From an optimization exercise on the open Yosys and OpenROAD flow, aimed at small area; shortcuts taken in it are not production practice. In this exercise RTL edits were held to simulation tests only and were not proved equivalent to the original. No activity file was given, so power comes from the tool's default toggle rates.

==> design.v <==
module tempmon_core (
    input  wire        clk,
    input  wire        rst,
    input  wire        cmd_valid,
    input  wire [15:0] cmd_word,
    input  wire        tick_valid,
    output wire        ready,
    output reg  [15:0] resp,
    input  wire [15:0] rx_avail,
    input  wire [7:0]  rx_data,
    output wire        rx_pop,
    output wire        tx_valid,
    output wire [7:0]  tx_data,
    input  wire        tx_ready
);
    localparam [2:0] S_START = 3'd0, S_CMD = 3'd1, S_LEN = 3'd2, S_DATA = 3'd3,
                     S_CRCL = 3'd4, S_CRCH = 3'd5, S_END = 3'd6, S_OVF = 3'd7;
    localparam [2:0] R_INCOMPLETE = 3'd0, R_FRAME = 3'd1, R_BADCRC = 3'd2,
                     R_NOTERM = 3'd3, R_OVERFLOW = 3'd4;
    localparam [2:0] F_NONE = 3'd0, F_TIMEOUT = 3'd1, F_MISMATCH = 3'd5;
    localparam [1:0] P_IDLE = 2'd0, P_WAIT = 2'd1, P_PACE = 2'd2, P_DONE = 2'd3;
    localparam [1:0] T_NONE = 2'd0, T_OK = 2'd1, T_NOREPLY = 2'd2;
    localparam [2:0] ST_OK = 3'd0, ST_BUSY = 3'd1, ST_FULL = 3'd2,
                     ST_ILLEGAL = 3'd3, ST_RANGE = 3'd4;
    localparam [3:0] K_RUN = 4'd0,    
                     K_RX  = 4'd1,    
                     K_FC  = 4'd2,    
                     K_P1  = 4'd3,    
                     K_P2  = 4'd4,    
                     K_P3  = 4'd5,    
                     K_ACC = 4'd6,    
                     K_TXC = 4'd7,    
                     K_TMO = 4'd8,    
                     K_DL  = 4'd9,    
                     K_PI  = 4'd10,   
                     K_PC  = 4'd11,   
                     K_IDX = 4'd12,   
                     K_LEN = 4'd13;   
    localparam [3:0] K_LAST = 4'd13;
    localparam [4:0] E_NONE = 5'd0,  E_RST = 5'd1,   E_CINIT = 5'd2,  E_CBYTE = 5'd3,
                     E_RCMD = 5'd4,  E_DRST = 5'd5,  E_HFEED = 5'd6,  E_FEED = 5'd7,
                     E_IDXL = 5'd8,  E_IDXH = 5'd9,  E_RD = 5'd10,    E_ATT = 5'd11,
                     E_TMOL = 5'd12, E_TMOH = 5'd13, E_PIL = 5'd14,   E_PIH = 5'd15,
                     E_START = 5'd16, E_RESEND = 5'd17, E_CLOSE = 5'd18, E_TICK = 5'd19;
    localparam [1:0] X_LOAD = 2'd0, X_FOLD = 2'd1, X_SEND = 2'd2;
    function [15:0] crc_step(input [15:0] acc, input [7:0] b);
        integer i;
        reg [15:0] a;
        begin
            a = acc ^ {8'h00, b};
            for (i = 0; i < 8; i = i + 1)
                a = a[0] ? ((a >> 1) ^ 16'hA001) : (a >> 1);
            crc_step = a;
        end
    endfunction
    function [15:0] dec16(input [15:0] a);
        integer i;
        reg b;
        begin
            b = 1'b1;
            for (i = 0; i < 16; i = i + 1) begin
                dec16[i] = a[i] ^ b;
                b = b & ~a[i];
            end
        end
    endfunction
    function [7:0] dec8(input [7:0] a);
        integer i;
        reg b;
        begin
            b = 1'b1;
            for (i = 0; i < 8; i = i + 1) begin
                dec8[i] = a[i] ^ b;
                b = b & ~a[i];
            end
        end
    endfunction
    function [7:0] inc8(input [7:0] a);
        integer i;
        reg c;
        begin
            c = 1'b1;
            for (i = 0; i < 8; i = i + 1) begin
                inc8[i] = a[i] ^ c;
                c = c & a[i];
            end
        end
    endfunction
    reg [4:0]  req_len;           
    reg [2:0]  dec_state;
    reg [1:0]  dec_lidx;
    reg [4:0]  dec_pcount;        
    reg [2:0]  dec_result;
    reg        frm_valid;
    reg [4:0]  frm_len;           
    reg [1:0]  txn_phase;
    reg [1:0]  txn_result;
    reg [2:0]  last_fail;
    reg        pace_cnt;          
    reg [2:0]  opst;
    reg        dl_z;              
    reg        pc_z;              
    reg        pi_nz;             
    reg        ma_nz;             
    reg        al_nz;             
    reg [4:0]  idx_lo;            
    reg        idx_hnz;           
    reg [3:0]   rot;
    reg [127:0] rq;               
    reg [127:0] rdb;              
    reg [127:0] rfb;              
    wire [7:0]  rq_t  = rq[127:120];
    wire [7:0]  rdb_t = rdb[127:120];
    wire [7:0]  rfb_t = rfb[127:120];
    reg [3:0]   wrot;
    reg [223:0] wr;
    wire [15:0] tap = wr[223:208];    
    wire [15:0] w0  = wr[15:0];       
    reg [4:0]  ev;
    reg        run;
    reg [7:0]  pbyte;             
    reg        frame_f;           
    reg        match_f;           
    reg        ppush;             
    reg        pdw;               
    reg [1:0]  prd;               
    reg        cp_arm, cp_run;    
    reg        sending;
    reg [4:0]  tx_pos;
    reg [1:0]  tx_st;
    wire busy = (ev != E_NONE) | sending | ppush | pdw | (prd != 2'd0) | cp_arm | cp_run;
    wire in_wait   = (txn_phase == P_WAIT);
    wire in_pace   = (txn_phase == P_PACE);
    wire txn_busy  = in_wait | in_pace;
    wire poll_open = in_wait && pc_z;
    wire rx_any    = (rx_avail != 16'd0);
    wire ev_feed   = !busy && poll_open && rx_any;
    wire ev_close  = !busy && poll_open && !rx_any && (dl_z || pi_nz);
    wire ev_resend = !busy && in_pace && !pace_cnt;
    assign ready  = !busy && !ev_feed && !ev_close && !ev_resend;
    assign rx_pop = ev_feed;
    wire do_cmd  = ready && cmd_valid;
    wire do_tick = ready && !cmd_valid && tick_valid;
    wire [7:0] op  = cmd_word[15:8];
    wire [7:0] imm = cmd_word[7:0];
    reg op_known, op_zfmt, op_busy;
    always @* begin
        op_known = 1'b1;
        op_zfmt  = 1'b0;
        op_busy  = 1'b0;
        case (op)
            8'h00: op_zfmt = 1'b1;
            8'h01: op_zfmt = 1'b1;
            8'h02: ;
            8'h10: begin op_zfmt = 1'b1; op_busy = 1'b1; end
            8'h11: op_busy = 1'b1;
            8'h12: op_busy = 1'b1;
            8'h13: begin op_zfmt = 1'b1; op_busy = 1'b1; end
            8'h20: begin op_zfmt = 1'b1; op_busy = 1'b1; end
            8'h21: op_busy = 1'b1;
            8'h30: ;
            8'h31: ;
            8'h32: ;
            8'h40, 8'h41, 8'h42, 8'h43, 8'h44: op_busy = 1'b1;
            8'h48: begin op_zfmt = 1'b1; op_busy = 1'b1; end
            default: op_known = 1'b0;
        endcase
    end
    reg        sel_known;
    reg        sel_ring;
    reg        sel_buf;
    reg [4:0]  sel_len;
    reg [15:0] sel_value;
    always @* begin
        sel_known = 1'b1;
        sel_ring  = 1'b0;
        sel_buf   = 1'b0;
        sel_len   = 5'd0;
        sel_value = 16'h0000;
        case (imm)
            8'h00: sel_value = {5'b0, opst, txn_result, txn_phase, frm_valid, dec_state};
            8'h03: sel_value = {11'b0, req_len};
            8'h04: begin sel_buf = 1'b1; sel_len = req_len; end
            8'h08: sel_value = {13'b0, dec_state};
            8'h09: sel_value = {13'b0, dec_result};
            8'h0C: sel_value = {11'b0, dec_pcount};
            8'h0F: begin sel_buf = 1'b1; sel_len = dec_pcount; end
            8'h10: sel_value = {15'b0, frm_valid};
            8'h12: sel_value = {11'b0, frm_len};
            8'h13: begin sel_buf = 1'b1; sel_len = frm_len; end
            8'h18: sel_value = {14'b0, txn_phase};
            8'h19: sel_value = {14'b0, txn_result};
            8'h1A: sel_value = {13'b0, last_fail};
            8'h1F: sel_value = {15'b0, pace_cnt};
            8'h24: sel_value = rx_avail;
            8'h25: sel_value = {14'b0, dec_lidx};
            8'h28: sel_value = 16'd16;
            8'h29: sel_value = 16'd16;
            8'h2A: sel_value = 16'd1;
            8'h01, 8'h02, 8'h0A, 8'h0B, 8'h0D, 8'h0E, 8'h11, 8'h14, 8'h1B, 8'h1C,
            8'h1D, 8'h1E, 8'h20, 8'h21, 8'h22, 8'h23: sel_ring = 1'b1;
            default: sel_known = 1'b0;
        endcase
    end
    wire idx_in = !idx_hnz && (idx_lo < sel_len);
    reg [2:0] cmd_status;
    always @* begin
        if (!op_known)
            cmd_status = ST_ILLEGAL;
        else if (op_zfmt && imm != 8'h00)
            cmd_status = ST_ILLEGAL;
        else if (op_busy && txn_busy)
            cmd_status = ST_BUSY;
        else if (op == 8'h12 && req_len[4])
            cmd_status = ST_FULL;
        else if (op == 8'h32 && !sel_known)
            cmd_status = ST_ILLEGAL;
        else if (op == 8'h32 && sel_buf && !idx_in)
            cmd_status = ST_RANGE;
        else
            cmd_status = ST_OK;
    end
    wire cmd_ok = do_cmd && (cmd_status == ST_OK);
    reg [4:0] cmd_ev;
    always @* begin
        case (op)
            8'h01: cmd_ev = E_CINIT;
            8'h02: cmd_ev = E_CBYTE;
            8'h11: cmd_ev = E_RCMD;
            8'h20: cmd_ev = E_DRST;
            8'h21: cmd_ev = E_HFEED;
            8'h30: cmd_ev = E_IDXL;
            8'h31: cmd_ev = E_IDXH;
            8'h32: cmd_ev = sel_ring ? E_RD : E_NONE;
            8'h40: cmd_ev = E_ATT;
            8'h41: cmd_ev = E_TMOL;
            8'h42: cmd_ev = E_TMOH;
            8'h43: cmd_ev = E_PIL;
            8'h44: cmd_ev = E_PIH;
            8'h48: cmd_ev = E_START;
            default: cmd_ev = E_NONE;
        endcase
    end
    wire dec_wr = (dec_state == S_DATA) && !dec_pcount[4];
    wire act = (ev != E_NONE) && !pdw && (run || wrot == 4'd0);
    wire fin = act && (wrot == K_LAST);
    wire is_feed = (ev == E_HFEED) || (ev == E_FEED);
    wire is_send = (ev == E_RESEND);
    wire dreset  = (ev == E_DRST) || is_send ||
                   (is_feed && dec_state == S_START && pbyte == 8'h55);
    wire [15:0] crc_o = crc_step(tap, pbyte);
    wire [15:0] dec_o = dec16(tap);
    wire        tap_1 = (tap == 16'd1);
    reg [3:0] rd_k;
    reg [1:0] rd_part;
    always @* begin
        rd_k = K_ACC; rd_part = 2'd0;
        case (pbyte)
            8'h01: begin rd_k = K_ACC; rd_part = 2'd0; end
            8'h02: begin rd_k = K_P1;  rd_part = 2'd1; end
            8'h0A: begin rd_k = K_P1;  rd_part = 2'd2; end
            8'h0B: begin rd_k = K_LEN; rd_part = 2'd0; end
            8'h0D: begin rd_k = K_RUN; rd_part = 2'd0; end
            8'h0E: begin rd_k = K_RX;  rd_part = 2'd0; end
            8'h11: begin rd_k = K_P2;  rd_part = 2'd1; end
            8'h14: begin rd_k = K_FC;  rd_part = 2'd0; end
            8'h1B: begin rd_k = K_P3;  rd_part = 2'd1; end
            8'h1C: begin rd_k = K_P3;  rd_part = 2'd2; end
            8'h1D: begin rd_k = K_DL;  rd_part = 2'd0; end
            8'h1E: begin rd_k = K_PC;  rd_part = 2'd0; end
            8'h20: begin rd_k = K_P2;  rd_part = 2'd2; end
            8'h21: begin rd_k = K_TMO; rd_part = 2'd0; end
            8'h22: begin rd_k = K_PI;  rd_part = 2'd0; end
            8'h23: begin rd_k = K_IDX; rd_part = 2'd0; end
            default: ;
        endcase
    end
    wire [15:0] rd_val = (rd_part == 2'd1) ? {8'h00, tap[15:8]} :
                         (rd_part == 2'd2) ? {8'h00, tap[7:0]} : tap;
    wire [4:0] pl_end  = req_len + 5'd4;           
    wire       tx_pay  = (tx_pos >= 5'd4) && (tx_pos < pl_end);
    wire [3:0] tx_slot = tx_pos[3:0] - 4'd4;
    wire       tx_crcb = (tx_pos == pl_end) || (tx_pos == pl_end + 5'd1);
    wire       tx_fold = sending && (tx_st == X_FOLD) && (wrot == K_TXC);
    assign tx_valid = sending && (tx_st == X_SEND);
    assign tx_data  = pbyte;
    reg       tx_ld;           
    reg [7:0] tx_b;
    always @* begin
        tx_ld = 1'b1;
        tx_b  = 8'hAA;
        if (tx_pos == 5'd0)
            tx_b = 8'h55;
        else if (tx_pos == 5'd1) begin
            tx_ld = (wrot == K_P1);
            tx_b  = tap[15:8];
        end else if (tx_pos == 5'd2)
            tx_b = {3'b000, req_len};
        else if (tx_pos == 5'd3)
            tx_b = 8'h00;
        else if (tx_pay) begin
            tx_ld = (rot == tx_slot);
            tx_b  = rq_t;
        end else if (tx_crcb) begin
            tx_ld = (wrot == K_TXC);
            tx_b  = (tx_pos == pl_end) ? tap[7:0] : tap[15:8];
        end
    end
    wire tx_load = sending && (tx_st == X_LOAD) && tx_ld;
    localparam [3:0] M_TAP = 4'd0, M_FF = 4'd1, M_00 = 4'd2, M_CRC = 4'd3, M_PB = 4'd4,
                     M_W0 = 4'd5, M_W0L = 4'd6, M_DEC = 4'd7, M_ADJ = 4'd8, M_01 = 4'd9;
    reg [3:0] hsel, lsel;
    always @* begin
        hsel = M_TAP;
        lsel = M_TAP;
        if (tx_fold) begin
            hsel = (tx_pos == 5'd0) ? M_FF : M_CRC;
            lsel = hsel;
        end
        if (act) begin
            case (ev)
                E_RST: begin
                    hsel = (wrot == K_ACC || wrot == K_RUN) ? M_FF : M_00;
                    lsel = hsel;
                end
                E_CINIT: if (wrot == K_ACC) begin hsel = M_FF;  lsel = M_FF;  end
                E_CBYTE: if (wrot == K_ACC) begin hsel = M_CRC; lsel = M_CRC; end
                E_RCMD:  if (wrot == K_P1)  hsel = M_PB;
                E_IDXL:  if (wrot == K_IDX) lsel = M_PB;
                E_IDXH:  if (wrot == K_IDX) hsel = M_PB;
                E_ATT:   if (wrot == K_P2)  lsel = M_PB;
                E_TMOL:  if (wrot == K_TMO) lsel = M_PB;
                E_TMOH:  if (wrot == K_TMO) hsel = M_PB;
                E_PIL:   if (wrot == K_PI)  lsel = M_PB;
                E_PIH:   if (wrot == K_PI)  hsel = M_PB;
                E_CLOSE: if (wrot == K_PC && !dl_z) begin hsel = M_W0; lsel = M_W0; end
                E_TICK: begin
                    if ((wrot == K_DL && !dl_z) || (wrot == K_PC && !pc_z)) begin
                        hsel = M_DEC; lsel = M_DEC;
                    end
                end
                E_START: if (wrot == K_P3) begin hsel = M_W0L; lsel = M_00; end    
                E_RESEND: begin
                    if (wrot == K_P3) begin hsel = M_ADJ; lsel = M_ADJ; end
                    if (wrot == K_DL) begin hsel = M_W0;  lsel = M_W0;  end      
                    if (wrot == K_PC) begin hsel = M_00;  lsel = M_00;  end
                end
                default: ;
            endcase
            if (is_feed) begin
                case (dec_state)
                    S_CMD: begin
                        if (wrot == K_P1)  lsel = M_PB;
                        if (wrot == K_RUN) begin hsel = M_CRC; lsel = M_CRC; end
                    end
                    S_LEN, S_DATA: begin
                        if (wrot == K_RUN && !dec_pcount[4]) begin hsel = M_CRC; lsel = M_CRC; end
                        if (wrot == K_LEN && dec_state == S_LEN) begin
                            hsel = (dec_lidx == 2'd0) ? M_00 : M_PB;
                            if (dec_lidx == 2'd0) lsel = M_PB;
                        end
                    end
                    S_CRCL: if (wrot == K_RX) begin hsel = M_00; lsel = M_PB; end
                    S_CRCH: if (wrot == K_RX) hsel = M_PB;
                    S_END: begin
                        if (wrot == K_FC && frame_f) begin hsel = M_W0; lsel = M_W0; end   
                        if (wrot == K_P2 && frame_f) hsel = M_W0L;                        
                    end
                    default: ;
                endcase
            end
            if (dreset) begin
                if (wrot == K_RX)  begin hsel = M_00; lsel = M_00; end
                if (wrot == K_RUN) begin hsel = M_FF; lsel = M_FF; end
                if (wrot == K_P1)  lsel = M_00;
                if (wrot == K_LEN) begin hsel = M_00; lsel = M_00; end
            end
        end
    end
    function [7:0] pick(input [3:0] m, input [7:0] t, input [7:0] c, input [7:0] w,
                        input [7:0] d, input [7:0] a);
        begin
            case (m)
                M_FF:  pick = 8'hFF;
                M_00:  pick = 8'h00;
                M_CRC: pick = c;
                M_PB:  pick = pbyte;
                M_W0:  pick = w;
                M_W0L: pick = w0[7:0];
                M_DEC: pick = d;
                M_ADJ: pick = a;
                default: pick = t;
            endcase
        end
    endfunction
    wire [15:0] win = {pick(hsel, tap[15:8], crc_o[15:8], w0[15:8], dec_o[15:8], dec8(tap[15:8])),
                       pick(lsel, tap[7:0],  crc_o[7:0],  w0[7:0],  dec_o[7:0],  inc8(tap[7:0]))};
    reg [2:0]  n_state;
    reg [1:0]  n_lidx;
    reg [4:0]  n_pcount;
    reg [2:0]  n_result;
    always @* begin
        n_state  = dec_state;
        n_lidx   = dec_lidx;
        n_pcount = dec_pcount;
        n_result = R_INCOMPLETE;
        case (dec_state)
            S_START: begin
                if (pbyte == 8'h55) begin
                    n_lidx   = 2'd0;
                    n_pcount = 5'd0;
                    n_state  = S_CMD;
                end
            end
            S_CMD: n_state = S_LEN;
            S_LEN: begin
                if (dec_lidx == 2'd0) begin
                    n_lidx = 2'd1;
                end else begin
                    n_lidx  = 2'd2;
                    n_state = (pbyte != 8'h00 || tap[7:0] != 8'h00) ? S_DATA : S_CRCL;
                end
            end
            S_DATA: begin
                if (dec_pcount[4]) begin
                    n_state = S_OVF;
                end else begin
                    n_pcount = dec_pcount + 5'd1;
                    if ({11'd0, n_pcount} == tap)
                        n_state = S_CRCL;
                end
            end
            S_CRCL: n_state = S_CRCH;
            S_CRCH: n_state = S_END;
            S_END: begin
                n_result = frame_f ? R_FRAME : (pbyte == 8'hAA) ? R_BADCRC : R_NOTERM;
                n_state  = S_START;
            end
            default: begin
                n_result = R_OVERFLOW;
                n_state  = S_START;
            end
        endcase
    end
    wire feed_ok   = frame_f && match_f;
    wire feed_fail = (n_result != R_INCOMPLETE) && !feed_ok;
    wire [2:0] feed_reason = frame_f ? F_MISMATCH : n_result;
    wire push_go = ppush && (rot == req_len[3:0]);
    wire dw_go   = pdw && (rot == dec_pcount[3:0]);
    reg [7:0] rd_tap;
    always @* begin
        case (prd)
            2'd1:    rd_tap = rq_t;
            2'd2:    rd_tap = rdb_t;
            default: rd_tap = rfb_t;
        endcase
    end
    wire rd_go = (prd != 2'd0) && (rot == idx_lo[3:0]);
    always @(posedge clk) begin
        rq  <= {rq[119:0],  push_go ? pbyte : rq_t};
        rdb <= {rdb[119:0], dw_go ? pbyte : rdb_t};
        rfb <= {rfb[119:0], cp_run ? rdb_t : rfb_t};
        wr  <= {wr[207:0],  win};
    end
    always @(posedge clk) begin
        if (rst) begin
            rot        <= 4'd0;
            wrot       <= 4'd0;
            ev         <= E_RST;
            run        <= 1'b0;
            frame_f    <= 1'b0;
            match_f    <= 1'b0;
            req_len    <= 5'd0;
            dec_state  <= S_START;
            dec_lidx   <= 2'd0;
            dec_pcount <= 5'd0;
            dec_result <= R_INCOMPLETE;
            frm_valid  <= 1'b0;
            frm_len    <= 5'd0;
            txn_phase  <= P_IDLE;
            txn_result <= T_NONE;
            last_fail  <= F_NONE;
            pace_cnt   <= 1'b0;
            resp       <= 16'h0000;
            opst       <= ST_OK;
            dl_z       <= 1'b1;
            pc_z       <= 1'b1;
            pi_nz      <= 1'b0;
            ma_nz      <= 1'b0;
            al_nz      <= 1'b0;
            idx_lo     <= 5'd0;
            idx_hnz    <= 1'b0;
            ppush      <= 1'b0;
            pdw        <= 1'b0;
            prd        <= 2'd0;
            cp_arm     <= 1'b0;
            cp_run     <= 1'b0;
            sending    <= 1'b0;
            tx_pos     <= 5'd0;
            tx_st      <= X_LOAD;
        end else begin
            rot  <= rot + 4'd1;
            wrot <= (wrot == K_LAST) ? 4'd0 : wrot + 4'd1;
            if (do_cmd) begin
                opst  <= cmd_status;
                pbyte <= imm;
            end
            if (cmd_ok) begin
                ev <= cmd_ev;
                case (op)
                    8'h10: req_len <= 5'd0;
                    8'h12: ppush <= 1'b1;
                    8'h13: begin sending <= 1'b1; tx_pos <= 5'd0; tx_st <= X_LOAD; end
                    8'h21: pdw <= dec_wr;
                    8'h32: begin
                        if (sel_buf)
                            prd <= (imm == 8'h04) ? 2'd1 : (imm == 8'h0F) ? 2'd2 : 2'd3;
                        else if (!sel_ring)
                            resp <= sel_value;
                    end
                    8'h40: ma_nz <= (imm != 8'h00);
                    default: ;
                endcase
            end
            if (do_tick) begin
                if (in_wait)
                    ev <= E_TICK;
                else if (in_pace)
                    pace_cnt <= 1'b0;
            end
            if (ev_feed) begin
                ev    <= E_FEED;
                pbyte <= rx_data;
                pdw   <= dec_wr;
            end
            if (ev_close)
                ev <= E_CLOSE;
            if (ev_resend)
                ev <= E_RESEND;
            if (push_go) begin
                req_len <= req_len + 5'd1;
                ppush   <= 1'b0;
            end
            if (dw_go)
                pdw <= 1'b0;
            if (rd_go) begin
                resp <= {8'h00, rd_tap};
                prd  <= 2'd0;
            end
            if (cp_arm && rot == 4'd15) begin
                cp_arm <= 1'b0;
                cp_run <= 1'b1;
            end
            if (cp_run && rot == 4'd15)
                cp_run <= 1'b0;
            if (act) begin
                run <= !fin;
                if (wrot == K_RX)
                    frame_f <= is_feed && dec_state == S_END && pbyte == 8'hAA && tap == w0;
                if (wrot == K_P1)
                    match_f <= (tap[15:8] == tap[7:0]);
                if (ev == E_RD && wrot == rd_k)
                    resp <= rd_val;
                if (wrot == K_IDX) begin
                    idx_lo  <= win[4:0];
                    idx_hnz <= (win[15:5] != 11'd0);
                end
                if (wrot == K_PI)
                    pi_nz <= (win != 16'd0);
                if (ev == E_TICK && wrot == K_DL && !dl_z)
                    dl_z <= tap_1;
                if (ev == E_TICK && wrot == K_PC && !pc_z)
                    pc_z <= tap_1;
                if (is_send && wrot == K_DL)
                    dl_z <= (w0 == 16'd0);
                if (is_send && wrot == K_PC)
                    pc_z <= 1'b1;
                if (ev == E_CLOSE && wrot == K_PC && !dl_z)
                    pc_z <= 1'b0;
                if (ev == E_RESEND && wrot == K_P3)
                    al_nz <= (tap[15:8] != 8'd1);
            end
            if (fin) begin
                ev <= E_NONE;
                if (is_feed) begin
                    dec_state  <= n_state;
                    dec_lidx   <= n_lidx;
                    dec_pcount <= n_pcount;
                    dec_result <= n_result;
                    if (frame_f) begin
                        frm_valid <= 1'b1;
                        frm_len   <= tap[4:0];
                        cp_arm    <= 1'b1;
                    end
                end
                if (ev == E_DRST || is_send) begin
                    dec_state  <= S_START;
                    dec_lidx   <= 2'd0;
                    dec_pcount <= 5'd0;
                    dec_result <= R_INCOMPLETE;
                end
                if (ev == E_FEED) begin
                    if (feed_ok) begin
                        txn_phase  <= P_DONE;
                        txn_result <= T_OK;
                    end
                end
                if ((ev == E_FEED && feed_fail) || (ev == E_CLOSE && dl_z)) begin
                    last_fail <= (ev == E_CLOSE) ? F_TIMEOUT : feed_reason;
                    if (al_nz) begin
                        txn_phase <= P_PACE;
                        pace_cnt  <= 1'b1;
                    end else begin
                        txn_phase  <= P_DONE;
                        txn_result <= T_NOREPLY;
                    end
                end
                if (ev == E_START) begin
                    frm_valid  <= 1'b0;
                    txn_result <= ma_nz ? T_NONE : T_NOREPLY;
                    last_fail  <= F_NONE;
                    if (ma_nz)
                        ev <= E_RESEND;             
                    else
                        txn_phase <= P_DONE;
                end
                if (is_send) begin
                    txn_phase <= P_WAIT;
                    sending   <= 1'b1;
                    tx_pos    <= 5'd0;
                    tx_st     <= X_LOAD;
                end
            end
            if (tx_load) begin
                pbyte <= tx_b;
                tx_st <= (tx_pos < pl_end) ? X_FOLD : X_SEND;
            end
            if (tx_fold)
                tx_st <= X_SEND;
            if (tx_valid && tx_ready) begin
                tx_pos <= tx_pos + 5'd1;
                tx_st  <= X_LOAD;
                if (tx_pos == pl_end + 5'd2)
                    sending <= 1'b0;
            end
        end
    end
endmodule
==> flow/run.sh <==
#!/bin/bash
# Layout flow: the standard flow (standard.sh) with three changes.
#
#  1. Logic re-mapping.  After the standard synthesis, the combinational
#     cells of its netlist are mapped again with an area-oriented ABC script
#     (abc_area.scr).  Every flip-flop instance of the standard netlist is
#     kept as it is (same name, cell type and connections); only the gates
#     between them change.  The new netlist is used only if a SAT proof shows
#     that, with the flip-flops cut open, each flip-flop input and each output
#     port computes the same function as in the standard netlist
#     (cut_regs.py makes the cut); otherwise the standard netlist is kept.
#  2. The port buffers that placement inserts are buf_1 cells.
#  3. Clock tree synthesis inserts no dummy loads; CTS_OPTS below sets the
#     clock buffers and sink clusters.
#
# Logs, one per tool run, in this folder: flow_synth.log (standard synthesis),
# flow_remap.log (re-mapping), flow_equiv.log (proof), flow_make.log (the
# rest of the flow); each ORFS step also keeps its own log under orfs/logs/.
set -euo pipefail

CTS_OPTS='-sink_clustering_enable -repair_clock_nets -dont_use_dummy_load -root_buf sky130_fd_sc_hd__clkbuf_16 -buf_list sky130_fd_sc_hd__clkbuf_4 -sink_clustering_size 10 -sink_clustering_max_diameter 40'
KNOBS=('BUFFER_PORTS_ARGS=-buffer_cell sky130_fd_sc_hd__buf_1' "CTS_ARGS=$CTS_OPTS")

RES=orfs/results/${FLOW_PLATFORM}/tempmon_core/base
LOGS=orfs/logs/${FLOW_PLATFORM}/tempmon_core/base
LIB=${FLOW_HOME}/platforms/${FLOW_PLATFORM}/lib/sky130_fd_sc_hd__tt_025C_1v80.lib
TOP=${FLOW_TOP}
YOSYS=$(command -v yosys || echo "$FLOW_HOME/../tools/install/yosys/bin/yosys")

# 1. standard synthesis
bash standard.sh "${KNOBS[@]}" synth > flow_synth.log 2>&1

# 2. re-map the gates between the flip-flops, keeping the don't-use list
cp "$RES/1_2_yosys.v" std_netlist.v
DONT_USE=$(grep -o -- '-dont_use [A-Za-z0-9_]*' "$LOGS/1_2_yosys.log" | sort -u | tr '\n' ' ')
"$YOSYS" -p "read_liberty -ignore_miss_func $LIB; read_verilog std_netlist.v; hierarchy -top $TOP;
  setattr -mod -set keep_hierarchy 1 sky130_fd_sc_hd__dfxtp_1 sky130_fd_sc_hd__edfxtp_1;
  flatten; select $TOP; rename -hide w:*.*; select -clear; opt -purge;
  abc -liberty $LIB $DONT_USE -script flow/abc_area.scr;
  setundef -zero; splitnets; opt_clean -purge;
  hilomap -singleton -hicell sky130_fd_sc_hd__conb_1 HI -locell sky130_fd_sc_hd__conb_1 LO;
  insbuf -buf sky130_fd_sc_hd__buf_4 A X; opt_clean -purge;
  select $TOP; write_verilog -noattr -noexpr -nohex -nodec -selected remap_netlist.v" \
  > flow_remap.log 2>&1

# the flip-flops must be exactly the standard netlist's
ffs() { grep -E 'sky130_fd_sc_hd__e?dfxtp_1 ' "$1" | sort; }
use_remap=0
if [[ "$(ffs std_netlist.v)" == "$(ffs remap_netlist.v)" ]]; then
  python3 flow/cut_regs.py std_netlist.v std_cut.v > /dev/null
  python3 flow/cut_regs.py remap_netlist.v remap_cut.v > /dev/null
  if "$YOSYS" -p "read_liberty -ignore_miss_func $LIB; read_verilog std_cut.v; rename $TOP gold;
      read_verilog remap_cut.v; rename $TOP gate;
      miter -equiv -flatten -make_assert -ignore_gold_x gold gate miter; hierarchy -top miter;
      flatten; opt -fast; sat -verify -prove-asserts miter" > flow_equiv.log 2>&1; then
    use_remap=1
  fi
fi
echo "use_remap=$use_remap" >> flow_equiv.log
if [[ $use_remap == 1 ]]; then
  cp remap_netlist.v "$RES/1_2_yosys.v"
  rm -f "$RES/1_synth.odb" "$RES/1_synth.sdc"
fi

# 3. the rest of the flow
bash standard.sh "${KNOBS[@]}" finish > flow_make.log 2>&1
==> flow/abc_area.scr <==
strash
&get -n
&deepsyn -T 120
&put
dch -f
amap
mfs2
strash
dch -f
amap
mfs2
strash
dch -f
amap
topo
==> flow/cut_regs.py <==
# Cut a netlist open at its flip-flops: each dfxtp_1/edfxtp_1 instance is
# replaced by an input port for its Q and output ports for its D (and DE), so
# that two netlists with the same flip-flops can be compared as pure logic.
import re, sys
src=open(sys.argv[1]).read()
ports=[]
def repl(m):
    typ,name,body=m.group(1),m.group(2),m.group(3)
    pins=dict(re.findall(r'\.(\w+)\(([^()]*)\)',body))
    n=re.sub(r'\W','_',name)
    out=[]
    q=pins['Q'].strip()
    out.append(f"  assign {q} = ffq_{n} ;")
    ports.append(f"input ffq_{n}")
    out.append(f"  assign ffd_{n} = {pins['D'].strip()} ;")
    ports.append(f"output ffd_{n}")
    if 'DE' in pins:
        out.append(f"  assign ffe_{n} = {pins['DE'].strip()} ;")
        ports.append(f"output ffe_{n}")
    return "\n".join(out)+"\n"
src=re.sub(r'\s*sky130_fd_sc_hd__(e?dfxtp_1)\s+(\S+)\s*\((.*?)\);\n', repl, src, flags=re.S)
# add ports to module header
m=re.search(r'module tempmon_core\((.*?)\);',src,re.S)
hdr=m.group(1)
names=[p.split()[1] for p in ports]
src=src[:m.start()]+'module tempmon_core('+hdr+', '+', '.join(names)+');\n'+'\n'.join('  '+p+';' for p in ports)+src[m.end():]
open(sys.argv[2],'w').write(src)
print(len(ports))
==> standard.sh <==
#!/bin/bash
# synth_recipe.tcl (not shown) runs the flow's synth.tcl, then flattens the netlist and writes it again
# the make line also repeats each setting of config.mk as NAME=value (left out here)
make -C /OpenROAD-flow-scripts/flow DESIGN_CONFIG=/design/flow/config.mk WORK_HOME=/design/flow/orfs CLKGATE_MAP_FILE= SYNTH_SCRIPT=/design/flow/synth_recipe.tcl "${@:-finish}"
==> config.mk <==
export PLATFORM = sky130hd
export DESIGN_NAME = tempmon_core
export DESIGN_NICKNAME = tempmon_core
export VERILOG_FILES = /design/flow/design.v
export SDC_FILE = /design/flow/constraint.sdc
export NUM_CORES = 4
export LEC_CHECK = 0
export CAP_MARGIN = 20
export CORE_MARGIN = 2
export CORE_UTILIZATION = 55
export PLACE_DENSITY = 0.7
export SLEW_MARGIN = 20
==> constraint.sdc <==
create_clock -name core_clock -period 8.0 [get_ports {clk}]
set_input_delay 1.6000 -clock core_clock [delete_from_list [all_inputs] [get_ports {clk}]]
set_output_delay 1.6000 -clock core_clock [all_outputs]
set_load 0.01 [all_outputs]
==> results of run 1 <==
state kept, by name, indices dropped and copies added, names as in the netlist, 5 cells and up, named ones only:
signal and flops:
dec_pcount 5, pbyte 8, wr 224, tx_pos 5, idx_lo 5, rdb 128
ev 5, frm_len 5, rfb 128, rq 128, req_len 5, resp 16
path summary, 6_finish.rpt:
check | start | to | slack, ns | cells after the start
worst max-delay path | req_len[4] | flop | 1.02 | 20
worst min-delay path | wr[20] | wr[36] | 0.29 | 0
worst max register to register | req_len[4] | flop | 1.02 | 20
worst min register to register | wr[20] | wr[36] | 0.29 | 0
power groups by stage:
stage               combinational, W  clock [W]  sequential [W]
floorplan                   0.000327          0         0.00420
global route                0.000575    0.00192         0.00430
global placement            0.000532          0         0.00433
finish                      0.000552    0.00172         0.00427
CTS                         0.000527    0.00177         0.00427
detailed placement          0.000524          0         0.00434
cell usage in the layout, fill, tap and decap left out, types with 16 or more instances in the layout:
master      n
clkinv_1  223
o22ai_1    96
nand4_1    17
o21ai_0    68
a211oi_1   27
nor2_1    229
buf_4      16
or2_0      16
a31oi_1    32
nor3_1     78
dfxtp_1   706
o221ai_1   23
nor4_1     24
buf_1      70
a21oi_1    61
nand2_1    91
clkbuf_4   81
nand3_1    21
or3_1      16
worst register-to-register path: stages (launching register included):
cell and delay, ns:
dfxtp_1 0.47, clkinv_1 0.31, o21a_1 0.29, o31ai_1 0.33, a22o_1 0.18, o21ai_0 0.13, a211oi_1 0.65, nand2_1 0.36
o21ai_0 0.25, buf_4 0.18, nand2_1 0.17, o21ai_0 0.69, clkinv_1 0.60, o22ai_1 0.49, clkinv_1 0.17, nand2_1 0.15
nor2_1 0.07, o21ai_0 0.14, clkinv_1 0.14, a2111oi_0 0.86, o22ai_1 0.20
final cells by class:
type	instances	area share
inverters	223	0.03755
multi-input cells	945	0.2365
well taps	468	0.02627
clock buffers	90	0.03738
flip-flops and latches	714	0.6449
repair buffers	87	0.01740
per-layer routing:
| layer | wire length [um] | GRT usage | up-vias |
|---|---|---|---|
| met3 | 5382 | 0.06488 | 199 |
| met2 | 26690 | 0.4850 | 849 |
| met5 | 0 | 0 | - |
| li1 | - | - | 6985 |
| met1 | 25090 | 0.4133 | 7059 |
| met4 | 3670 | 0.1902 | 0 |
through the flow:
| stage | util | setup WS, ns |
|---|---|---|
| final | 0.6074 | 1.025 |
| after global routing | 0.6074 | 0.4620 |
| after CTS | 0.6074 | 1.300 |
| after detailed placement | 0.5847 | 0.8184 |
| after global placement | 0.5845 | 1.228 |
| after floorplan | - | 2.460 |
==> impl_metrics.yaml, run 1 <==
min_path:
  hp-class: "flop to flop"
global_route:
  overflow: 0
  track_usage: 0.3160
  antenna_found_initial: 0
  grt_pass1_vias: 14710
  grt_pass1_wl_mm: 90.00
  grt_max_degree: 43
power_and_ir_drop:
  switching_share: 0.2608
  power.leakage_nw: 8.129
  p_comb_frac: 0.084
  vdd_ir_drop_max_v: 0.0002182
  total_power_w: 0.006543
  seqPwrFrac: 0.652
  p_clk_frac: 0.263
  switching_power_w: 0.001707
  p_int_w: 0.004837
  power_density_mw_per_mm2: 293.6
clocking:
  root_buffer: "clkbuf_16"
  clkSlewWorstSetupHoldPaths_ns: 0.10
  clock_path_buffers: 3
  cts-buffers-inserted: 90
  clock-sinks: 714
  cts_resized: 0
  insertion_delay_ns: 0.59
  holdBufCountCts: 0
  cts_setup_buffers: 0
  cts_tree: "done"
  htree_levels: 3
sta:
  rsz0062_at_grt: "false"
  skew_ns: 0.07298
  fin_crit_sh: 0.8719
  fin_hold_ws_ns: 0.2938
  slew_headroom: 0.1986
  hold_viol_final: 0
  setup_viol: 0
  drv_slew: 0
  min_period_ns: 6.975
  fmax_mhz: 143.4
  finalSetupTns_ns: 0
  tightest_slew_ns: 1.191
critical_path:
  slowest_delay_ns: 0.86
  cp_cell_sequence: "clkinv_1 -> o21a_1 -> o31ai_1 -> a22o_1 -> o21ai_0 -> a211oi_1 -> nand2_1 -> o21ai_0 -> buf_4 -> nand2_1 -> o21ai_0 -> clkinv_1 -> o22ai_1 -> clkinv_1 -> nand2_1 -> nor2_1 -> o21ai_0 -> clkinv_1 -> a2111oi_0 -> o22ai_1"
  cp.required_ns: 8.42
  end_kind: "flop"
  crit_family: "compound AO/OA/AOI/OAI gates"
  critical_path.slowest_cell: "a2111oi_0"
  critPathLaunchType: "flop"
  path_max_fanout: 14
  cp.arrival_ns: 7.40
  path_buf_inv: 5
  critical_path_class: "flop to flop"
detailed_routing:
  drt_iter0_drc: 1763
  vias_per_cell: 5.972
  firstDrtPassIters: 11
  routedWlPerCell_um: 24.07
  vias: 15090
  drc: 0
  drt_wl_total_mm: 60.84
  ant_nets: 0
floorplanning:
  die_h_um: 197.2
  core_area_mm2: 0.03670
  io-pin-count: 72
  die-area_mm2: 0.03890
  rows: 70
  dieWidth_um: 197.2
  start_util: 0.5596
placement:
  place_hpwl_mm: 45.40
  gp_congestion: 1.045
  portBuffers: 71
  dp_cells: 2437
  place_area_mm2: 0.02146
final_layout:
  finalInstanceArea_mm2: 0.02229
  regArea_mm2: 0.01437
  drive_gt1_frac: 0.05245
  syn2layout_area_growth_pct: 8.535
  multi_input_area_mm2: 0.005273
  antenna_cells: 0
  finalNonFillerCells: 2527
  fin_nets: 2106
  fillers: 3042
synthesis:
  synthesis.area_mm2: 0.02054
  syn_nets: 1935
  ys_warn_count: 1
  syn_inst: 1890
  syn_area_per_cell_um2: 10.87
flow_run:
  cap_violations: 0
status:
  status: "complete, no violations"
==> run 2, diff against run 1 <==
--- a/flow/run.sh
+++ b/flow/run.sh
@@ -19,5 +19,5 @@
 set -euo pipefail
 
-CTS_OPTS='-sink_clustering_enable -repair_clock_nets -dont_use_dummy_load -root_buf sky130_fd_sc_hd__clkbuf_16 -buf_list sky130_fd_sc_hd__clkbuf_4 -sink_clustering_size 10 -sink_clustering_max_diameter 40'
+CTS_OPTS='-sink_clustering_enable -repair_clock_nets -dont_use_dummy_load -buf_list sky130_fd_sc_hd__clkbuf_8 -sink_clustering_size 20 -sink_clustering_max_diameter 50'
 KNOBS=('BUFFER_PORTS_ARGS=-buffer_cell sky130_fd_sc_hd__buf_1' "CTS_ARGS=$CTS_OPTS")
 
==> impl_metrics.yaml, run 2 <==
global_route:
  grt_pass1_wl_mm: 88.41
  antenna_found_initial: 0
  grt_pass1_vias: 14380
  overflow: 0
  grt_max_degree: 43
  track_usage: 0.3101
power_and_ir_drop:
  power.leakage_nw: 8.005
  vdd_ir_drop_max_v: 0.0002677
  power_density_mw_per_mm2: 288.3
clocking:
  holdBufCountCts: 0
  clock-sinks: 714
  cts_resized: 0
  insertion_delay_ns: 0.68
  htree_levels: 2
  clock_path_buffers: 3
  root_buffer: "clkbuf_8"
  clkSlewWorstSetupHoldPaths_ns: 0.11
  cts_setup_buffers: 0
  cts-buffers-inserted: 50
  cts_tree: "done"
synthesis:
  syn_nets: 1935
  syn_area_per_cell_um2: 10.87
  synthesis.area_mm2: 0.02054
  syn_inst: 1890
  ys_warn_count: 1
critical_path:
  reg2reg_depth: 20
  critical_path_class: "flop to flop"
  r2r_slack_ns: 0.89
  cp.required_ns: 8.47
  end_kind: "flop"
  critPathLaunchType: "flop"
  path_max_fanout: 14
  cp.arrival_ns: 7.58
floorplanning:
  io-pin-count: 72
  start_util: 0.5596
  rows: 70
  die-area_mm2: 0.03890
  die_h_um: 197.2
  dieWidth_um: 197.2
  core_area_mm2: 0.03670
sta:
  rsz0062_at_grt: "false"
  drv_slew: 0
  fin_crit_sh: 0.8889
  slew_headroom: 0.2430
  setup_viol: 0
  tightest_slew_ns: 1.125
  skew_ns: 0.1068
  setup_slack_ns: 0.8886
  hold_viol_final: 0
  fmax_mhz: 140.6
  min_period_ns: 7.111
  finalSetupTns_ns: 0
final_layout:
  largest-register: "wr"
  final_common_cell: "dfxtp_1"
  antenna_cells: 0
  fin_nets: 2066
  multi_input_area_mm2: 0.005273
  drive_gt1_frac: 0.03368
  regArea_mm2: 0.01437
  mostFrequentLayoutCells: "dfxtp_1, nor2_1, clkinv_1"
  syn2layout_area_growth_pct: 7.829
  fillers: 3040
  largest_reg_flops: 224
min_path:
  min_path_cells: 0
  hp-class: "flop to flop"
detailed_routing:
  drt_iter0_drc: 1669
  vias_per_cell: 6.020
  ant_nets: 0
  drt_wl_total_mm: 60.37
  routedWlPerCell_um: 24.27
  vias: 14970
  drc: 0
  firstDrtPassIters: 7
placement:
  gp_congestion: 1.045
  portBuffers: 71
  post-place-ws_ns: 0.8184
  place_hpwl_mm: 45.40
flow_run:
  cap_violations: 0
status:
  status: "complete, no violations"
run 2: cell type report:
| class | instances | area share |
|---|---|---|
| flip-flops and latches | 714 | 0.6491 |
| multi-input cells | 945 | 0.2381 |
| inverters | 223 | 0.03780 |
| clock buffers | 50 | 0.03108 |
| well taps | 468 | 0.02644 |
| repair buffers | 87 | 0.01752 |
run 2: per-layer routing:
metal / GRT usage / vias up / share of wire
met4: 0.1805 / 0 / 0.060
met5: 0 / - / 0
li1: - / 6873 / -
met2: 0.4752 / 825 / 0.43
met1: 0.4118 / 7057 / 0.42
met3: 0.05873 / 216 / 0.088
run 2: critical path, cell delays in order (launching register included):
cell and delay (ns):
dfxtp_1 0.50, clkinv_1 0.32, o21a_1 0.29, o31ai_1 0.34, a22o_1 0.18, o21ai_0 0.13
a211oi_1 0.66, nand2_1 0.37, o21ai_0 0.25, buf_4 0.18, nand2_1 0.17, o21ai_0 0.67
clkinv_1 0.59, o22ai_1 0.50, clkinv_1 0.17, nand2_1 0.15, nor2_1 0.07, o21ai_0 0.14
clkinv_1 0.14, a2111oi_0 0.86, o22ai_1 0.20
run 2: report_power, final:
| part | switching [W] | internal, W |
|---|---|---|
| combinational | 0.000384 | 0.000166 |
| sequential | 0.000270 | 0.00400 |
| clock | 0.00101 | 0.000559 |
run 2: path summary, 6_finish.rpt:
kind | start | end
max | req_len[4] | flop
min | wr[20] | wr[36]
max reg2reg | req_len[4] | flop
min reg2reg | wr[20] | wr[36]
run 2: metrics by stage:
stage	utilization	instances	total power (W)	hold WS (ns)	area (um^2)
2_1_floorplan	-	1890	0.004527	0.3096	20540
3_3_place_gp	0.5845	2437	0.004863	0.3095	21450
3_5_place_dp	0.5847	2437	0.004867	0.3121	21460
4_1_cts	0.6034	2487	0.006398	0.2186	22150
5_1_grt	0.6034	2487	0.006606	0.2202	22150
6_report	0.6034	2487	0.006385	0.2223	22150
==> run 3, diff against run 2 <==
--- a/flow/run.sh
+++ b/flow/run.sh
@@ -19,5 +19,5 @@
 set -euo pipefail
 
-CTS_OPTS='-sink_clustering_enable -repair_clock_nets -dont_use_dummy_load -buf_list sky130_fd_sc_hd__clkbuf_8 -sink_clustering_size 20 -sink_clustering_max_diameter 50'
+CTS_OPTS='-sink_clustering_enable -repair_clock_nets -dont_use_dummy_load -buf_list sky130_fd_sc_hd__clkbuf_8 -sink_clustering_size 16 -sink_clustering_max_diameter 60'
 KNOBS=('BUFFER_PORTS_ARGS=-buffer_cell sky130_fd_sc_hd__buf_1' "CTS_ARGS=$CTS_OPTS")
 
==> impl_metrics.yaml, run 3 <==
floorplanning:
  rows: 70
  core_area_mm2: 0.03661
  die_h_um: 197.0
  start_util: 0.5593
  die-area_mm2: 0.03879
  dieWidth_um: 197.0
  io-pin-count: 72
sta:
  rsz0062_at_grt: "false"
  setup_viol: 0
  finalSetupTns_ns: 0
  fin_hold_ws_ns: 0.2925
  fin_crit_sh: 0.7799
  slew_headroom: 0.2159
  fmax_mhz: 160.3
  hold_viol_final: 0
  skew_ns: 0.07459
  drv_slew: 0
  tightest_slew_ns: 1.146
  min_period_ns: 6.239
global_route:
  overflow: 0
  grt_pass1_vias: 14400
  grt_max_degree: 28
  antenna_found_initial: 3
  grt_pass1_wl_mm: 90.16
  track_usage: 0.3166
final_layout:
  fin_nets: 2073
  regArea_mm2: 0.01437
  fillers: 3015
  syn2layout_area_growth_pct: 7.919
  drive_gt1_frac: 0.03258
  largest_reg_flops: 224
  final_common_cell: "dfxtp_1"
  mostFrequentLayoutCells: "dfxtp_1, nor2_1, clkinv_1"
  largest-register: "wr"
  multi_input_area_mm2: 0.005314
detailed_routing:
  drt_iter0_drc: 1766
  vias_per_cell: 5.996
  vias: 14980
  drc: 0
  firstDrtPassIters: 6
  routedWlPerCell_um: 24.62
  drt_wl_total_mm: 61.51
  ant_nets: 0
critical_path:
  r2r_slack_ns: 1.76
  timing.rr.start: "ev[1]"
  cp.required_ns: 8.52
  critPathLaunchType: "flop"
  critical_path_class: "flop to flop"
  reg2reg_depth: 20
  end_kind: "flop"
  path_max_fanout: 14
  cp.arrival_ns: 6.76
clocking:
  root_buffer: "clkbuf_8"
  insertion_delay_ns: 0.67
  clock-sinks: 714
  clock_path_buffers: 3
  cts-buffers-inserted: 53
  cts_tree: "done"
  cts_resized: 0
  clkSlewWorstSetupHoldPaths_ns: 0.10
  holdBufCountCts: 0
  cts_setup_buffers: 0
  htree_levels: 2
placement:
  place_hpwl_mm: 46.11
  portBuffers: 71
  gp_congestion: 1.017
synthesis:
  ys_warn_count: 1
  syn_nets: 1944
  syn_inst: 1899
  syn_area_per_cell_um2: 10.78
  synthesis.area_mm2: 0.02048
power_and_ir_drop:
  vdd_ir_drop_max_v: 0.0002138
  power_density_mw_per_mm2: 294.4
  power.leakage_nw: 7.993
flow_run:
  cap_violations: 0
min_path:
  hp-class: "flop to flop"
  holdCritStartpoint: "rdb[2]"
  min_path_cells: 0
  hold_end: "rdb[10]"
status:
  status: "complete, no violations"
[run 3: layout make-up]
type | count | share of cell area
clock buffer | 53 | 0.03301
multi-input combinational | 981 | 0.2405
inverter | 196 | 0.03329
tap | 468 | 0.02650
antenna | 4 | 0.0004529
sequential | 714 | 0.6504
timing repair buffer | 82 | 0.01585
[run 3: how the worst max path moves through the flow]
stage | from | to | slack (ns) | depth (start not counted)
final | ev[1] | flop | 1.76 | 20
after global routing | ev[1] | flop | 1.16 | 21
after CTS | ev[1] | flop | 1.87 | 20
after detailed placement | rx_avail[7] | flop | 1.37 | 17
after global placement | cmd_word[6] | resp[3] | 1.60 | 16
after floorplan | rx_avail[2] | flop | 2.50 | 15
[run 3: routing by layer]
metal,GRT usage,vias to the layer above,routed length [um]
li1,-,6861,-
met1,0.4371,7094,26490
met2,0.4967,873,27090
met3,0.05835,149,5544
met4,0.1223,2,2377
met5,0,-,11
[run 3: metrics by stage]
| stage | setup slack (ns) | area (um^2) | total power, W | utilization | std cells |
|---|---|---|---|---|---|
| after global routing | 1.157 | 22090 | 0.006737 | 0.6035 | 2496 |
| final | 1.761 | 22100 | 0.006506 | 0.6036 | 2498 |
| after detailed placement | 1.375 | 21360 | 0.004935 | 0.5834 | 2441 |
| after CTS | 1.868 | 22090 | 0.006522 | 0.6033 | 2494 |
| after floorplan | 2.497 | 20480 | 0.004582 | - | 1899 |
| after global placement | 1.605 | 21360 | 0.004924 | 0.5834 | 2441 |
[run 3: critical path, stage by stage, from the launching register on]
cell and delay (ns):
dfxtp_1 0.45, clkinv_1 0.17, nand4_1 0.20, nor2_1 0.35, nand4_1 0.27, clkinv_1 0.12, nand4_1 0.16, nor2_1 0.50
clkinv_1 0.31, o21ai_0 0.23, nor3_1 0.12, nand2_1 0.21, clkinv_1 0.17, o21ai_0 0.58, clkinv_1 0.54, o22ai_1 0.40
clkinv_1 0.22, and3_1 0.22, a21o_1 0.19, a2111oi_0 0.51, o22ai_1 0.20
[run 3: power by group]
group / leakage, nW / switching [W] / internal (W)
clock: 0.381 / 0.00103 / 0.000592
sequential: 5.85 / 0.000285 / 0.00402
combinational: 1.76 / 0.000408 / 0.000177
==> run 4, diff against run 3 <==
==> flow/abc_area.scr (replaced) <==
strash
dc2
dch -f
amap
mfs2
strash
dc2
dch -f
amap
mfs2
strash
dch -f
amap
topo
==> impl_metrics.yaml, run 4 <==
critical_path:
  path_buf_inv: 5
  end_kind: "flop"
  r2r_slack_ns: 1.10
  cp.required_ns: 8.51
  critical_path_class: "flop to flop"
  path_max_fanout: 14
  crit_family: "compound AO/OA/AOI/OAI gates"
  cp_cell_sequence: "clkinv_1 -> nor2_1 -> clkinv_1 -> o22ai_1 -> nor2_1 -> a21oi_1 -> a31oi_1 -> nor2_1 -> clkinv_1 -> a31oi_1 -> a2111oi_0 -> nor2_1 -> nand2_1 -> o21ai_0 -> clkinv_1 -> o22ai_1 -> clkinv_1 -> nand4_1 -> o21ai_0 -> nor4_1 -> o32ai_1"
  critPathLaunchType: "flop"
  slowest_delay_ns: 0.79
  cp.arrival_ns: 7.41
  critical_path.slowest_cell: "o21ai_0"
  crit_top_cell: "clkinv_1"
placement:
  dp_cells: 2606
  gp_congestion: 1.065
  post-place-ws_ns: 1.398
  place_hpwl_mm: 44.83
  portBuffers: 71
sta:
  finalSetupTns_ns: 0
  setup_viol: 0
  slew_headroom: 0.2298
  fin_hold_ws_ns: 0.2917
  setup_slack_ns: 1.101
  drv_slew: 0
  rsz0062_at_grt: "false"
  skew_ns: 0.1006
  tightest_slew_ns: 1.147
  min_period_ns: 6.899
  fin_crit_sh: 0.8623
  hold_viol_final: 0
  fmax_mhz: 145.0
final_layout:
  largest-register: "wr"
  drive_gt1_frac: 0.03392
  final_util: 0.6064
  mostFrequentLayoutCells: "dfxtp_1, nor2_1, clkinv_1"
  regArea_mm2: 0.01437
  largest_reg_flops: 224
  fin_nets: 2199
  syn2layout_area_growth_pct: 8.253
  fillers: 3216
  final_common_cell: "dfxtp_1"
  multi_input_area_mm2: 0.005922
  finalNonFillerCells: 2664
floorplanning:
  start_util: 0.5602
  rows: 71
  dieWidth_um: 200.1
  core_area_mm2: 0.03776
  die_h_um: 200.1
  die-area_mm2: 0.04004
  io-pin-count: 72
power_and_ir_drop:
  vdd_ir_drop_max_v: 0.0001844
  power.leakage_nw: 8.192
  power_density_mw_per_mm2: 283.2
detailed_routing:
  routedWlPerCell_um: 22.62
  firstDrtPassIters: 9
  drt_iter0_drc: 1949
  vias: 16130
  drc: 0
  vias_per_cell: 6.056
  drt_wl_total_mm: 60.25
  ant_nets: 0
synthesis:
  ys_warn_count: 1
  synthesis.area_mm2: 0.02115
  syn_inst: 2018
  syn_nets: 2063
  syn_area_per_cell_um2: 10.48
global_route:
  grt_pass1_wl_mm: 89.31
  overflow: 0
  grt_max_degree: 48
  antenna_found_initial: 2
  track_usage: 0.3016
  grt_pass1_vias: 15140
status:
  status: "complete, no violations"
clocking:
  clock-sinks: 714
  root_buffer: "clkbuf_8"
  cts_resized: 0
  clkSlewWorstSetupHoldPaths_ns: 0.09
  clock_path_buffers: 3
  cts_setup_buffers: 0
  htree_levels: 2
  cts_tree: "done"
  holdBufCountCts: 0
  cts-buffers-inserted: 57
  insertion_delay_ns: 0.70
min_path:
  hp-class: "flop to flop"
flow_run:
  cap_violations: 0
[run 4: per-layer routing]
metal  vias up  global-route usage  routed length [um]
met3       253             0.08350                6785
met5         -                   0                  11
met2      1087              0.4379               24720
met4         2              0.1657                3481
met1      7398              0.4081               25250
li1       7392                   -                   -
[run 4: worst reg2reg max path, stage by stage (launching register included)]
cell	delay, ns
dfxtp_1	0.47
clkinv_1	0.28
nor2_1	0.20
clkinv_1	0.11
o22ai_1	0.28
nor2_1	0.10
a21oi_1	0.30
a31oi_1	0.28
nor2_1	0.30
clkinv_1	0.23
a31oi_1	0.20
a2111oi_0	0.11
nor2_1	0.47
nand2_1	0.16
o21ai_0	0.79
clkinv_1	0.66
o22ai_1	0.66
clkinv_1	0.35
nand4_1	0.25
o21ai_0	0.16
nor4_1	0.28
o32ai_1	0.12
[run 4: final timing paths]
| check | from | to | depth (start not counted) |
|---|---|---|---|
| worst min-delay path | wr[76] | wr[92] | 0 |
| worst max-delay path | req_len[2] | flop | 21 |
| worst min register to register | wr[76] | wr[92] | 0 |
| worst max register to register | req_len[2] | flop | 21 |
[run 4: per-stage QoR]
stage,instance area [um^2],total power [W]
final,22890,0.006483
after detailed placement,22110,0.004868
after floorplan,21150,0.004539
after global placement,22110,0.004860
after global routing,22890,0.006724
after CTS,22890,0.006503
[run 4: layout make-up]
type | count | share of cell area
well taps | 511 | 0.02793
clock buffers | 57 | 0.03427
inverters | 213 | 0.03492
multi-input cells | 1083 | 0.2587
flip-flops and latches | 714 | 0.6278
diodes | 1 | 0.0001093
repair buffers | 85 | 0.01629
[run 4: power by group]
| part | internal [W] | switching, W | total, W |
|---|---|---|---|
| clock | 0.000633 | 0.00102 | 0.00166 |
| combinational | 0.000155 | 0.000386 | 0.000541 |
| sequential | 0.00401 | 0.000276 | 0.00429 |
| total | 0.00480 | 0.00168 | 0.00648 |
==> run 5, diff against run 4 <==
--- a/flow/run.sh
+++ b/flow/run.sh
@@ -19,5 +19,5 @@
 set -euo pipefail
 
-CTS_OPTS='-sink_clustering_enable -repair_clock_nets -dont_use_dummy_load -buf_list sky130_fd_sc_hd__clkbuf_8 -sink_clustering_size 16 -sink_clustering_max_diameter 60'
+CTS_OPTS='-sink_clustering_enable -repair_clock_nets -dont_use_dummy_load -buf_list sky130_fd_sc_hd__clkbuf_16 -sink_clustering_size 25 -sink_clustering_max_diameter 100'
 KNOBS=('BUFFER_PORTS_ARGS=-buffer_cell sky130_fd_sc_hd__buf_1' "CTS_ARGS=$CTS_OPTS")
 
==> impl_metrics.yaml, run 5 <==
status:
  status: "complete, no violations"
placement:
  place_hpwl_mm: 44.83
  portBuffers: 71
  gp_congestion: 1.065
synthesis:
  syn_area_per_cell_um2: 10.48
  syn_nets: 2063
  synthesis.area_mm2: 0.02115
  ys_warn_count: 1
  syn_inst: 2018
floorplanning:
  die-area_mm2: 0.04004
  dieWidth_um: 200.1
  io-pin-count: 72
  core_area_mm2: 0.03776
  die_h_um: 200.1
  start_util: 0.5602
  rows: 71
critical_path:
  path_max_fanout: 14
  critical_path_class: "flop to flop"
  critPathLaunchType: "flop"
  end_kind: "flop"
  cp.required_ns: 8.44
  cp.arrival_ns: 7.31
sta:
  rsz0062_at_grt: "false"
  setup_viol: 0
  fmax_mhz: 145.4
  drv_slew: 0
  finalSetupTns_ns: 0
  slew_headroom: 0.2160
  hold_viol_final: 0
  fin_crit_sh: 0.8595
  tightest_slew_ns: 1.146
  skew_ns: 0.05787
  min_period_ns: 6.876
global_route:
  grt_max_degree: 48
  grt_pass1_wl_mm: 89.53
  grt_pass1_vias: 15030
  track_usage: 0.3021
  antenna_found_initial: 1
  overflow: 0
final_layout:
  regArea_mm2: 0.01437
  fillers: 3208
  drive_gt1_frac: 0.02349
  mostFrequentLayoutCells: "dfxtp_1, nor2_1, clkinv_1"
  largest_reg_flops: 224
  final_common_cell: "dfxtp_1"
  fin_nets: 2176
  multi_input_area_mm2: 0.005922
  antenna_cells: 0
  syn2layout_area_growth_pct: 8.555
  largest-register: "wr"
detailed_routing:
  firstDrtPassIters: 10
  drt_iter0_drc: 1893
  vias_per_cell: 6.135
  drc: 0
  vias: 16200
  drt_wl_total_mm: 60.37
  ant_nets: 0
  routedWlPerCell_um: 22.87
clocking:
  cts_resized: 0
  htree_levels: 2
  clock_path_buffers: 3
  root_buffer: "clkbuf_16"
  holdBufCountCts: 0
  clkSlewWorstSetupHoldPaths_ns: 0.12
  cts_tree: "done"
  cts_setup_buffers: 0
  insertion_delay_ns: 0.60
  clock-sinks: 714
  cts-buffers-inserted: 34
power_and_ir_drop:
  power.leakage_nw: 8.201
  power_density_mw_per_mm2: 288.4
  vdd_ir_drop_max_v: 0.0001592
  total_power_w: 0.006620
flow_run:
  cap_violations: 0
min_path:
  hp-class: "flop to flop"
[run 5: worst max-delay path: stages (launching register included)]
cell and delay [ns]:
dfxtp_1 0.48, clkinv_1 0.28, nor2_1 0.20, clkinv_1 0.10, o22ai_1 0.28, nor2_1 0.10
a21oi_1 0.31, a31oi_1 0.28, nor2_1 0.32, clkinv_1 0.24, a31oi_1 0.20, a2111oi_0 0.12
nor2_1 0.48, nand2_1 0.16, o21ai_0 0.78, clkinv_1 0.64, o22ai_1 0.67, clkinv_1 0.35
nand4_1 0.24, o21ai_0 0.15, nor4_1 0.26, o32ai_1 0.12
[run 5: path summary, 6_finish.rpt]
check                   from  endpoint  slack [ns]  cells after the start
setup reg to reg  req_len[2]      flop        1.12                     21
setup / recovery  req_len[2]      flop        1.12                     21
hold / removal        wr[76]    wr[92]        0.30                      0
hold reg to reg       wr[76]    wr[92]        0.30                      0
[run 5: area by class of cell]
class / count / area share
multi-input combinational: 1083 / 0.2579
tap: 511 / 0.02785
clock buffer: 34 / 0.03706
timing repair buffer: 85 / 0.01624
sequential: 714 / 0.6261
inverter: 213 / 0.03482
[run 5: per-stage QoR]
| step | instance area [um^2] | cells | worst slack (ns) | util | hold slack (ns) |
|---|---|---|---|---|---|
| floorplan | 21150 | 2018 | 1.916 | - | 0.3096 |
| global placement | 22110 | 2606 | 1.582 | 0.5856 | 0.3095 |
| detailed placement | 22110 | 2606 | 1.398 | 0.5856 | 0.3121 |
| CTS | 22960 | 2640 | 1.488 | 0.6081 | 0.3064 |
| global route | 22960 | 2640 | 0.6800 | 0.6081 | 0.3142 |
| finish | 22960 | 2640 | 1.124 | 0.6081 | 0.3025 |
[run 5: report_power, final]
part           switching [W]  leakage, nW  internal [W]
clock                0.00102        0.419      0.000765
combinational       0.000388         1.94      0.000155
sequential          0.000280         5.85       0.00401
[run 5: routing by layer]
layer  global-route usage  part of all wire  vias to the layer above
met5                    0           0.00018                        -
met4               0.1630             0.061                        2
met3              0.07594              0.11                      251
met2               0.4411              0.41                     1099
met1               0.4129              0.42                     7476
li1                     -                 -                     7369

## re-timing with driven ports
No port has a modelled driver above. Below, the same layouts with a new extraction and two added sets of constraints.
Step 1 (the two cells are an assumption about what drives the block):
set clk [get_ports {clk}]
set_driving_cell -lib_cell sky130_fd_sc_hd__clkbuf_16 $clk
set_driving_cell -lib_cell sky130_fd_sc_hd__buf_2 [delete_from_list [all_inputs] $clk]
Step 2 times the ports against the registers' clock, not the clock port: input delays grow and output delays shrink by t, the midpoint of the rising clock arrivals with the driver on.
Three values: no drivers, after step 1, after step 2; two values: the first two.
run | shift t [ns] | setup WS [ns] | worst hold slack (ns) | slew at the worst register clock pin (ns) | cell pins on the clock port's net
run 1 | 0.605 | 1.025 / 1.025 / 0.613 | 0.294 / 0.294 / 0.294 | 0.12 / 0.12 | 1
run 2 | 0.677 | 0.889 / 0.889 / 0.652 | 0.222 / 0.222 / 0.222 | 0.11 / 0.11 | 1
run 3 | 0.685 | 1.761 / 1.761 / 1.218 | 0.293 / 0.293 / 0.293 | 0.11 / 0.11 | 1
run 4 | 0.702 | 1.101 / 1.101 / 1.101 | 0.292 / 0.292 / 0.292 | 0.11 / 0.11 | 1
run 5 | 0.623 | 1.124 / 1.124 / 1.124 | 0.302 / 0.302 / 0.302 | 0.12 / 0.12 | 1
After both steps setup and hold are still met in every run listed. The setup slack of run 3, which loses most, moves by 0.000 ns with the drivers and by -0.543 ns with both steps.
